This design comes from an exercise in tuning for small area, a short achievable clock period and few clock cycles on the open sky130 flow, not from production work.
At most, simulation tests tie the RTL to the original design; equivalence was not proved.
Power and IR drop assume default switching activity.

// ldp_fc
module ldp_fc #(
    parameter PBUF_SIZE = 64
) (
    input  wire        clk,
    input  wire        rst,           
    input  wire        cmd_valid,
    output wire        cmd_ready,
    input  wire [31:0] cmd,
    input  wire        rx_valid,
    output wire        rx_ready,
    input  wire [7:0]  rx_data,
    output wire        tx_valid,
    input  wire        tx_ready,
    output wire [7:0]  tx_data,
    output wire        po_valid,
    input  wire        po_ready,
    output wire [7:0]  po_data,
    output wire        busy,
    output wire [10:0] stat,          
    output wire [15:0] crc,
    output wire [1:0]  s3,
    output wire [1:0]  s4,
    output wire [15:0] pwp,
    output wire [15:0] alen,
    output wire [15:0] idx,
    output wire [7:0]  rid,
    output wire [15:0] rlen,
    output wire [7:0]  rinst,
    output wire [7:0]  rerr,
    output wire [15:0] rem,
    output wire [15:0] rcrc,
    output wire [15:0] nlog
);
clock: 10.0 ns
lec_check: 0
abc_clock_period_in_ps: 4000
cap_margin: 20
core_margin: 2
core_utilization: 40
cts_buf_list: sky130_fd_sc_hd__clkbuf_4 sky130_fd_sc_hd__clkbuf_8
setup_slack_margin: 5
slew_margin: 20
standard.sh (not shown) runs the stock make flow with config.mk's settings and CLKGATE_MAP_FILE= SYNTH_SCRIPT=/design/flow/synth_recipe.tcl, a recipe that flattens the netlist after the stock synthesis.
==> flow/flow/run.sh <==
#!/bin/bash
set -euo pipefail
sed 's/SETUP_SLACK_MARGIN=[0-9.]*/SETUP_SLACK_MARGIN=6.0/' standard.sh > standard_tight.sh
bash standard_tight.sh > standard_tight.log 2>&1
Next try:
==> flow/flow/run.sh (replaced) <==
#!/bin/bash
set -euo pipefail
sed 's/SETUP_SLACK_MARGIN=[0-9.]*/SETUP_SLACK_MARGIN=6.5/' standard.sh > standard_tight.sh
bash standard_tight.sh > standard_tight.log 2>&1
What happened: Combinational power goes down by about 6%; worst setup slack gets better by 0.48 ns; routed wire length goes up by 0.42%; final cell count goes up by 0.54%; cell area goes up by 0.97%; register-to-register slack gets better by 0.49 ns; sequential power stays flat; die area stays the same.
No run of this note included a check of the RTL's function; only the layout flow was run.

---

== run A ==
ldp_fc, a different RTL version from the one above (not shown whole).
For scale: roughly 2300 cells after synthesis, roughly 760 flip-flops, roughly 230 I/O pins, about 25000 µm² of cells after synthesis.
clock: 10.0 ns
lec_check: 0
abc_clock_period_in_ps: 4000
cap_margin: 20
core_margin: 2
core_utilization: 40
cts_buf_list: sky130_fd_sc_hd__clkbuf_4 sky130_fd_sc_hd__clkbuf_8
setup_slack_margin: 5
slew_margin: 20
==> flow/flow/run.sh <==
#!/bin/bash
set -euo pipefail
export CTS_ARGS='-sink_clustering_enable -repair_clock_nets -buf_list {sky130_fd_sc_hd__clkbuf_4 sky130_fd_sc_hd__clkbuf_8} -dont_use_dummy_load'
sed 's/SETUP_SLACK_MARGIN=[0-9.]*/SETUP_SLACK_MARGIN=6.7/' standard.sh > standard_tight.sh
bash standard_tight.sh > standard_tight.log 2>&1
Testbench counts of run A, summed over its fixed seeds: cycles 14,027.
### run A -> run B
Settings: a change of CORE_UTILIZATION from 40 to 55.
==> flow/flow/run.sh <==
#!/bin/bash
set -euo pipefail
sed 's/SETUP_SLACK_MARGIN=[0-9.]*/SETUP_SLACK_MARGIN=6.7/' standard.sh > standard_tight.sh
bash standard_tight.sh > standard_tight.log 2>&1
## What came out
Taking run B as 1.0, run A lands at 0.882 on layout buffer count excluding clock buffers. Run B against run A: final instance area up 610 µm²; delay of the slowest cell on the worst path up 150 ps; number of tap cells added at floorplan down 246; path length in cells of the critical path up 1. Ratio of cells with drive above 1 in the final layout (run B over run A): increase, 3.9 points. For the smallest hold slack, run B came in 16 ps higher than run A did.
Input changes introduced in run C (baseline for comparison: run B):
Settings: CORE_UTILIZATION changed from 55 to 40.
==> flow/flow/run.sh <==
#!/bin/bash
# The standard layout, with these changes to how it is made:
#  * every input and output port is buffered as usual, with buf_1 cells;
#  * clock tree synthesis does not add dummy loads (its other arguments are
#    the standard ones: sink clustering, clock-net repair, the buffer list).
# Clock period, constraints and every other step are the standard ones.
set -euo pipefail
export BUFFER_PORTS_ARGS='-inputs -outputs -buffer_cell sky130_fd_sc_hd__buf_1'
export CTS_ARGS='-sink_clustering_enable -repair_clock_nets -buf_list {sky130_fd_sc_hd__clkbuf_4 sky130_fd_sc_hd__clkbuf_8} -dont_use_dummy_load'
sed 's/SETUP_SLACK_MARGIN=[0-9.]*/SETUP_SLACK_MARGIN=6.5/' standard.sh > standard_tight.sh
bash standard_tight.sh > standard_tight.log 2>&1
Comparing run C and run B, total power after layout is lower on run C. Comparing run C and run B, the lower worst setup slack for register-to-register paths was measured on run C. Against run B, internal portion of total power in run C fell by more than 10%. Compared to run B, run C has wire length of the first global-routing pass about 1.1% lower. On transition time of the tightest slew-check pin, the higher figure sits with run B, not run C. The clock share of power of run C is lower than that of run B. Between run C and run B, the proportion of power drawn by combinational gates is lower for run C. Via count (higher): run B. Compared run C vs run B, and global routing usage on met3 is down in run C. Going from run B to run C, clock-pin slew of the registers on the worst-case setup and hold paths held steady; routed wire length shrank by 2.8%.
--- input diff run C..run D ---
==> flow/flow/run.sh <==
#!/bin/bash
set -euo pipefail
sed 's/SETUP_SLACK_MARGIN=[0-9.]*/SETUP_SLACK_MARGIN=6.7/' standard.sh > standard_tight.sh
bash standard_tight.sh > standard_tight.log 2>&1
## What came out
Capturing instance or port of the critical path = rxr: run C; capturing instance or port of the critical path = pwp_r[4]: run D. When run D is set beside run C, its area added between synthesis and finish turns out to be 12 points larger. Run D reports a higher final total power than run C does. Run D vs. run C: relative contribution of the clock network to total power went up by 7.2 points. Comparing run C and run D, the higher fraction of area in non-clock buffers is on run D. Run D — fraction of the cycle the final worst path needs 0.34 points higher, run C as reference. Overall routed net length (run D vs. run C) increases by a few percent. Clock power, run D vs run C: up by more than a quarter. Looking at startpoint of the worst setup timing path, the rx_data[0] result is from run C; the cmd[9] one comes from run D.

---

## job 8513
Another version of the RTL of ldp_fc (not shown whole).
Size in the first run: about 230 I/O pins, roughly 0.026 mm² of cells after synthesis.
Design ldp_fc, start of the top module:
module ldp_fc #(
    parameter PBUF_SIZE = 64
) (
    input  wire        clk,
    input  wire        rst,           
    input  wire        cmd_valid,
    output wire        cmd_ready,
    input  wire [31:0] cmd,
    input  wire        rx_valid,
    output wire        rx_ready,
    input  wire [7:0]  rx_data,
    output wire        tx_valid,
    input  wire        tx_ready,
    output wire [7:0]  tx_data,
    output wire        po_valid,
    input  wire        po_ready,
    output wire [7:0]  po_data,
    output wire        busy,
    output wire [10:0] stat,          
    output wire [15:0] crc,
    output wire [1:0]  s3,
    output wire [1:0]  s4,
    output wire [15:0] pwp,
    output wire [15:0] alen,
    output wire [15:0] idx,
    output wire [7:0]  rid,
    output wire [15:0] rlen,
    output wire [7:0]  rinst,
    output wire [7:0]  rerr,
    output wire [15:0] rem,
    output wire [15:0] rcrc,
    output wire [15:0] nlog
);
export LEC_CHECK = 0
export ABC_CLOCK_PERIOD_IN_PS = 4000
export CAP_MARGIN = 20
export CORE_MARGIN = 2
export CORE_UTILIZATION = 40
export CTS_BUF_LIST = sky130_fd_sc_hd__clkbuf_4 sky130_fd_sc_hd__clkbuf_8
export SETUP_SLACK_MARGIN = 5
export SLEW_MARGIN = 20
create_clock -name core_clock -period 10.0 [get_ports {clk}]
==> flow/flow/run.sh <==
#!/bin/bash
set -euo pipefail
sed 's/SETUP_SLACK_MARGIN=[0-9.]*/SETUP_SLACK_MARGIN=6.5/' standard.sh > standard_tight.sh
bash standard_tight.sh > standard_tight.log 2>&1
## Diff of input files: job 9896 against job 8513
==> flow/flow/run.sh <==
#!/bin/bash
set -euo pipefail
sed 's/SETUP_SLACK_MARGIN=[0-9.]*/SETUP_SLACK_MARGIN=7.0/' standard.sh > standard_tight.sh
bash standard_tight.sh > standard_tight.log 2>&1
==> results.txt <==
- Job 9896 gives less largest fanout on the critical path than job 8513 did.
- Delta(share of the final layout cell area in multi-input gates, job 9896 - job 8513) < 0
- On worst hold slack, job 9896 tracks job 8513 almost exactly.
- Against job 8513, job 9896 comes in 16% higher on power drawn by the combinational cells.
Changes in job 1323 relative to job 9896:
==> flow/flow/run.sh <==
#!/bin/bash
set -euo pipefail
sed 's/SETUP_SLACK_MARGIN=[0-9.]*/SETUP_SLACK_MARGIN=7.5/' standard.sh > standard_tight.sh
bash standard_tight.sh > standard_tight.log 2>&1
### Flow results
Compared with job 9896, job 1323 shows a worst-case setup slack after placement that is 0.14 ns lower. Detailed-route wire length per cell: job 1323 higher than job 9896. Re final critical delay including setup and external delays: job 9896 was lower than job 1323. [compare] base=job 9896 new=job 1323: final hold slack went up 0.013 ns; final instance area went up about 8%; global-route wire length before repair went up about 3%; total instance count after detailed placement held. Job 1323 against job 9896: worst-case register-to-register setup slack climbed 0.05 ns, maximum frequency dropped about 0.34%.
Edits applied to the flow inputs when going from job 1323 to job 4186:
==> flow/flow/run.sh <==
#!/bin/bash
set -euo pipefail
sed 's/SETUP_SLACK_MARGIN=[0-9.]*/SETUP_SLACK_MARGIN=6.7/' standard.sh > standard_tight.sh
bash standard_tight.sh > standard_tight.log 2>&1
Results
Job 4186 ends up with a sequential portion of the cell area that is 5.9 points higher than in job 1323.
Going from job 1323 to job 4186, highest ir drop seen on vdd grew by a few percent.
Between job 4186 and job 1323, the count of buffering cells on the critical path with inverters included figures differ only marginally.
Comparing the two runs side by side, job 4186 comes out ahead of job 1323 on first-pass GRT wire length.
Maximum number of pins on one net before global-route repair (job 4186 vs. job 1323) increases by more than a quarter
Job 4186 supports a lower top clock frequency than job 1323.
Job 4186 against job 1323: final worst setup slack decreased by 0.060 ns relative to the old numbers; cell-internal power increased by 34 µW relative to the old numbers; total power consumption of the routed design closely matched the old numbers.
For the static power due to leakage, job 4186 came in 0.0016 µW lower than job 1323 did.
No run of this note included a check of the RTL's function; only the layout flow was run.

---

Setup of raven:
ldp_fc with an RTL version that a note above also has.
Size: roughly 2300 cells after synthesis, ~760 flip-flops, roughly 230 I/O pins, ~25000 µm² of cells after synthesis.
==> flow/config.mk <==
export PLATFORM = sky130hd
export DESIGN_NAME = ldp_fc
export DESIGN_NICKNAME = ldp_fc
export VERILOG_FILES = /design/flow/design.v
export SDC_FILE = /design/flow/constraint.sdc
export NUM_CORES = 4
export LEC_CHECK = 0
export ABC_CLOCK_PERIOD_IN_PS = 4000
export CAP_MARGIN = 20
export CORE_MARGIN = 2
export CORE_UTILIZATION = 40
export CTS_BUF_LIST = sky130_fd_sc_hd__clkbuf_4
export SETUP_SLACK_MARGIN = 5
export SLEW_MARGIN = 20
==> flow/constraint.sdc <==
create_clock -name core_clock -period 10.0 [get_ports {clk}]
set_input_delay 2.0000 -clock core_clock [delete_from_list [all_inputs] [get_ports {clk}]]
set_output_delay 2.0000 -clock core_clock [all_outputs]
set_load 0.01 [all_outputs]
==> flow/flow/run.sh <==
#!/bin/bash
set -euo pipefail
sed 's/SETUP_SLACK_MARGIN=[0-9.]*/SETUP_SLACK_MARGIN=6.7/' standard.sh > standard_tight.sh
bash standard_tight.sh > standard_tight.log 2>&1
Per the final summary, raven finished and its layout is clean on timing, DRC and antenna.
Testbench counts of raven, summed over its fixed seeds: cycles 14,027.
--- input diff raven..garnet ---
Settings: changing CTS_BUF_LIST from sky130_fd_sc_hd__clkbuf_4 to sky130_fd_sc_hd__clkbuf_4 sky130_fd_sc_hd__clkbuf_8; changing ABC_CLOCK_PERIOD_IN_PS from 4000 to 2500.
==> flow/flow/run.sh <==
#!/bin/bash
# The standard layout, with these changes to how it is made:
#  * every input and output port is buffered as usual, with buf_1 cells;
#  * clock tree synthesis does not add dummy loads (its other arguments are
#    the standard ones: sink clustering, clock-net repair, the buffer list).
# Clock period, constraints and every other step are the standard ones.
set -euo pipefail
export BUFFER_PORTS_ARGS='-inputs -outputs -buffer_cell sky130_fd_sc_hd__buf_1'
export CTS_ARGS='-sink_clustering_enable -repair_clock_nets -buf_list {sky130_fd_sc_hd__clkbuf_4 sky130_fd_sc_hd__clkbuf_8} -dont_use_dummy_load'
sed 's/SETUP_SLACK_MARGIN=[0-9.]*/SETUP_SLACK_MARGIN=6.5/' standard.sh > standard_tight.sh
bash standard_tight.sh > standard_tight.log 2>&1
- [garnet] first-pass GRT wire length fell about 6% relative to raven
- Combinational power share (higher): raven
- Total power: raven and garnet compared, higher one is raven
- Total routed wirelength was lower in garnet than in raven.
Relative to garnet, the following input files were edited for maple:
Settings: ABC_CLOCK_PERIOD_IN_PS: 2500 -> 4000.
--- a/flow/flow/run.sh
+++ b/flow/flow/run.sh
@@ -9,3 +9,3 @@
 export CTS_ARGS='-sink_clustering_enable -repair_clock_nets -buf_list {sky130_fd_sc_hd__clkbuf_4 sky130_fd_sc_hd__clkbuf_8} -dont_use_dummy_load'
-sed 's/SETUP_SLACK_MARGIN=[0-9.]*/SETUP_SLACK_MARGIN=6.5/' standard.sh > standard_tight.sh
+sed 's/SETUP_SLACK_MARGIN=[0-9.]*/SETUP_SLACK_MARGIN=6.2/' standard.sh > standard_tight.sh
 bash standard_tight.sh > standard_tight.log 2>&1
### Flow results
[compare] base=garnet new=maple: power closely matched the old numbers; maximum frequency decreased by 6.2% relative to the old numbers. Horizontal die dimension came out exactly the same in maple and garnet. maple went all the way through synthesis, placement and routing and the layout is clean on timing, DRC and antenna. From garnet to maple the numbers moved as follows: fraction of power spent switching nets has remained practically unchanged; number of antenna violations at the first check in global routing went down 1; post-route minimum period went up; proportion of final cell area spent on non-clock buffers fell 0.16 points. Status: cell internal power dissipation parity (garnet, maple).
--- input diff maple..lagoon ---
--- a/flow/flow/run.sh
+++ b/flow/flow/run.sh
@@ -9,3 +9,3 @@
 export CTS_ARGS='-sink_clustering_enable -repair_clock_nets -buf_list {sky130_fd_sc_hd__clkbuf_4 sky130_fd_sc_hd__clkbuf_8} -dont_use_dummy_load'
-sed 's/SETUP_SLACK_MARGIN=[0-9.]*/SETUP_SLACK_MARGIN=6.2/' standard.sh > standard_tight.sh
+sed 's/SETUP_SLACK_MARGIN=[0-9.]*/SETUP_SLACK_MARGIN=7.0/' standard.sh > standard_tight.sh
 bash standard_tight.sh > standard_tight.log 2>&1
### Flow results
- Multi-input gate area in the final layout, lagoon and maple: smaller value in maple
- Relative to maple, the cell count of lagoon is higher by 225.
- Per the comparison of lagoon with maple, met1 wire length went up by 12%; area of all sequential standard cells went up by about 2.2%; quantity of gates resized following cts went up by 589.
- Diff maple..lagoon | cell area after synthesis | unchanged
- lagoon — post-route minimum period 0.10 ns lower, maple as reference
- Delta (lagoon minus maple): end-of-flow core utilization rose by 6.4 points, via count now sits higher, power dissipated in combinational cells went up by 35%.
- Compare lagoon and maple | part of the cycle the worst path needs lower: lagoon

==> separate check: timing with driven ports <==
In the flow no input, the clock included, has a driving cell. The finished layouts below were timed again as built, in two steps.
Step 1 sets driving cells, clkbuf_16 on the clock port and buf_2 on the other inputs (assumed; they add their load-dependent delay and slew).
Step 2, shift: input delay + t, output delay - t, t = (earliest + latest rising clock arrival at the registers) / 2. This alone moves slack from input paths to output paths.
Three values: ideal ports, drivers, drivers and shift; two values: the first two.
| run | t, ns | setup WS [ns] | hold WS [ns] | cell pins on the clock port's net |
|---|---|---|---|---|
| the first run of note 1 | 0.772 | 5.972 / 5.993 / 5.221 | 0.293 / 0.293 / 0.293 | 1 |
| the second run of note 1 | 0.760 | 6.450 / 6.475 / 5.715 | 0.294 / 0.294 / 0.294 | 1 |
| run A | 0.733 | 6.387 / 6.394 / 5.661 | 0.298 / 0.298 / 0.298 | 1 |
| run B | 0.774 | 6.361 / 6.384 / 5.609 | 0.314 / 0.314 / 0.314 | 1 |
| run C | 0.728 | 6.462 / 6.484 / 5.767 | 0.274 / 0.274 / 0.274 | 1 |
| run D | 0.764 | 6.428 / 6.435 / 5.670 | 0.306 / 0.306 / 0.306 | 1 |
| job 8513 | 0.774 | 6.512 / 6.490 / 5.768 | 0.304 / 0.304 / 0.304 | 1 |
| job 9896 | 0.784 | 6.665 / 6.611 / 5.914 | 0.303 / 0.303 / 0.303 | 1 |
| job 1323 | 0.788 | 6.653 / 6.592 / 5.979 | 0.316 / 0.316 / 0.316 | 1 |
| job 4186 | 0.792 | 6.593 / 6.540 / 5.866 | 0.297 / 0.297 / 0.297 | 1 |
| raven | 1.058 | 6.327 / 6.271 / 5.683 | 0.276 / 0.276 / 0.276 | 1 |
| garnet | 0.728 | 6.462 / 6.484 / 5.767 | 0.274 / 0.274 / 0.274 | 1 |
| maple | 0.731 | 6.229 / 6.260 / 5.529 | 0.277 / 0.277 / 0.277 | 1 |
| lagoon | 0.732 | 6.331 / 6.317 / 5.585 | 0.282 / 0.282 / 0.282 | 1 |
After both steps setup and hold are still met in every run listed. The setup slack of run D, which loses most, moves by +0.007 ns with the drivers and by -0.758 ns with both steps.
